Context: an optimization exercise on an open-source flow, tuned for small area, a short achievable clock period and few clock cycles. The choices shown serve that exercise and are no tape-out recipe.
Power figures rest on the tool's default switching activity, not on a simulated workload.

Setup of run a:
## lsxgt_value_encoder
module lsxgt_value_encoder (
    input  wire        clk,
    input  wire        rst,         
    input  wire [2:0]  dt,          
    input  wire        in_valid,
    output wire        in_ready,
    input  wire [7:0]  in_data,     
    input  wire        in_end,      
    output wire        out_valid,
    input  wire        out_ready,
    output wire [7:0]  out_data,    
    output wire        out_end,     
    output wire [1:0]  out_err,     
    output wire [15:0] out_pos      
);
    reg  [71:0] ps;         
    reg         fresh;      
    reg         bad;        
    reg         ovf;        
    reg  [2:0]  pdt;        
    reg  [15:0] pos;        
    reg         drain;      
    reg         hold;       
    reg         hend;       
    reg         stall;      
    reg         obusy, oH0, oH1, oV, oE;
    reg         olast;      
    reg         onov;       
    reg         oend;       
    reg  [1:0]  oerr;
    reg  [7:0]  ob;         
    reg  [7:0]  nb;         
    reg  [7:1]  oc;         
    reg  [7:1]  own;        
    function [3:0] carry10;
        input [8:0] x;
        begin
            carry10[3] = (x >= 9'd205);
            carry10[2] = (x >= 9'd103) && (x < 9'd205);
            carry10[1] = ((x >= 9'd52) && (x < 9'd103)) || ((x >= 9'd154) && (x < 9'd205)) ||
                         (x >= 9'd256);
            carry10[0] = ((x >= 9'd26) && (x < 9'd52)) || ((x >= 9'd77) && (x < 9'd103)) ||
                         ((x >= 9'd128) && (x < 9'd154)) || ((x >= 9'd180) && (x < 9'd205)) ||
                         ((x >= 9'd231) && (x < 9'd256));
        end
    endfunction
    wire [7:0] own0 = {own, 1'b0};           
    reg [71:0] n_ps;
    integer j;
    always @(*) begin : step
        reg [8:0]  v, vp;
        reg [3:0]  b;
  ...
clock: 5.0 ns
lec_check: 0
cap_margin: 20
core_margin: 2
core_utilization: 40
setup_slack_margin: 1.8
slew_margin: 20
run.sh (not shown) runs the stock make flow with config.mk's settings and CLKGATE_MAP_FILE= SYNTH_SCRIPT=/design/flow/synth_recipe.tcl, a recipe that flattens the netlist after the stock synthesis.
Inputs modified between run a and run b:
-- flow/design.v --
<<< run a, line 23
    reg         hold;       
    reg         hend;       
    reg         stall;      
    reg         obusy, oH0, oH1, oV, oE;
    reg         olast;      
>>> run b, line 23
    reg         hold;       
    reg         hend;       
    reg         rdy;        
    reg         obusy, oH0, oH1, oV, oE;
    reg         olast;      
<<< run a, line 29
    reg         oend;       
    reg  [1:0]  oerr;
    reg  [7:0]  ob;         
    reg  [7:0]  nb;         
>>> run b, line 29
    reg         oend;       
    reg  [1:0]  oerr;
    reg         oerrv;      
    reg  [7:0]  ob;         
    reg  [7:0]  nb;         
<<< run a, line 143
    wire [7:1] own_n = own & ~rel;
    wire       fresh_n = fin || (fresh && !digit_in) || (beat_in && drain && in_end);
    reg        stall_n;
    always @(*) begin
>>> run b, line 144
    wire [7:1] own_n = own & ~rel;
    wire       fresh_n = fin || (fresh && !digit_in) || (beat_in && drain && in_end);
    wire       errv_n = can_load ? (load && errk) : oerrv;
    reg        stall_n;
    always @(*) begin
<<< run a, line 161
            drain <= 1'b0;
            hold  <= 1'b0;
            stall <= 1'b0;
        end else begin
            stall <= stall_n;
            if (digit_in) begin
                fresh <= 1'b0;
>>> run b, line 163
            drain <= 1'b0;
            hold  <= 1'b0;
            rdy   <= 1'b1;
        end else begin
            rdy   <= !(go_hold || (hold && !can_load) || errv_n || stall_n);
            if (digit_in) begin
                fresh <= 1'b0;
<<< run a, line 185
                pos   <= 16'd0;
            end
            if (deliver && oE && (oerr != 2'd0))
                pos <= 16'd0;
            if (go_hold)
>>> run b, line 187
                pos   <= 16'd0;
            end
            if (deliver && oerrv)
                pos <= 16'd0;
            if (go_hold)
<<< run a, line 207
            oH0 <= 1'b0; oH1 <= 1'b0; oV <= 1'b0; oE <= 1'b0;
            oerr <= 2'd0;
            own  <= 7'd0;
        end else if (can_load) begin
>>> run b, line 209
            oH0 <= 1'b0; oH1 <= 1'b0; oV <= 1'b0; oE <= 1'b0;
            oerr <= 2'd0;
            oerrv <= 1'b0;
            own  <= 7'd0;
        end else if (can_load) begin
<<< run a, line 215
            oE    <= load && !blk;
            oerr  <= (load && errk) ? p_code : 2'd0;
            oend  <= iend;
            olast <= 1'b0;
>>> run b, line 218
            oE    <= load && !blk;
            oerr  <= (load && errk) ? p_code : 2'd0;
            oerrv <= load && errk;
            oend  <= iend;
            olast <= 1'b0;
<<< run a, line 248
        end
    end
    assign in_ready  = !hold && !stall && !(oE && (oerr != 2'd0));
    assign out_valid = obusy;
    assign out_end   = oE;
    assign out_data  = ob;
    assign out_err   = oerr;
    assign out_pos   = (oerr != 2'd0) ? pos : 16'd0;
endmodule
>>> run b, line 252
        end
    end
    assign in_ready  = rdy;
    assign out_valid = obusy;
    assign out_end   = oE;
    assign out_data  = ob;
    assign out_err   = oerr;
    assign out_pos   = oerrv ? pos : 16'd0;
endmodule
==> run notes <==
- Max wire length across run a and run b: run b
- Reported clock group power for run b: about 4% up relative to run a
- Delta (run b minus run a): overall track demand over capacity in global routing rose by 0.87 points; sequential share of the synthesized area went up 0.38 points; portion of the clock cycle consumed by the worst path in the final layout shows no meaningful change.
- Comparing run a and run b, the higher net count of the finished layout is on run a.
- In the tables for run a and run b, number of ordinary and repair buffers in the finished layout reads lower with run a.
- Of run a and run b, the higher setup slack belongs to run b.
- Run a -> run b: summed area of non-filler cells in the final layout flat
- Changes observed in run b relative to run a: share of cell area taken by multi-input logic gates saw a decrease, fraction of layout instances using a drive strength above 1 rose by 1.3 points, synthesized instance count went down.
No functional check of the RTL was part of any run of this note.

## port drivers added, routing unchanged
The results above use ideal ports. As a check the final layouts listed here were re-extracted and re-timed, cells and wires unchanged.
Step 1 sets driving cells, clkbuf_16 on the clock port and buf_2 on the other inputs (assumed; they add their load-dependent delay and slew).
Step 2 adds t to the input delays and takes it off the output delays; t is the mean of the earliest and latest rising clock arrival at the registers after step 1. Input paths then give back, and output paths get back, about the clock's delay inside the block.
Slacks: ideal ports / drivers / drivers and shift; pairs: ideal ports / drivers.
| run | shift t [ns] | slack for setup (ns) | worst register clock-pin slew, ns |
|---|---|---|---|
| run a | 0.475 | 1.859 / 1.859 / 1.463 | 0.07 / 0.07 |
| run b | 0.473 | 1.865 / 1.876 / 1.416 | 0.07 / 0.07 |
After both steps setup and hold are still met in every run listed. For run b, which loses most, drivers alone change the setup slack by +0.011 ns; drivers and shift together by -0.449 ns.
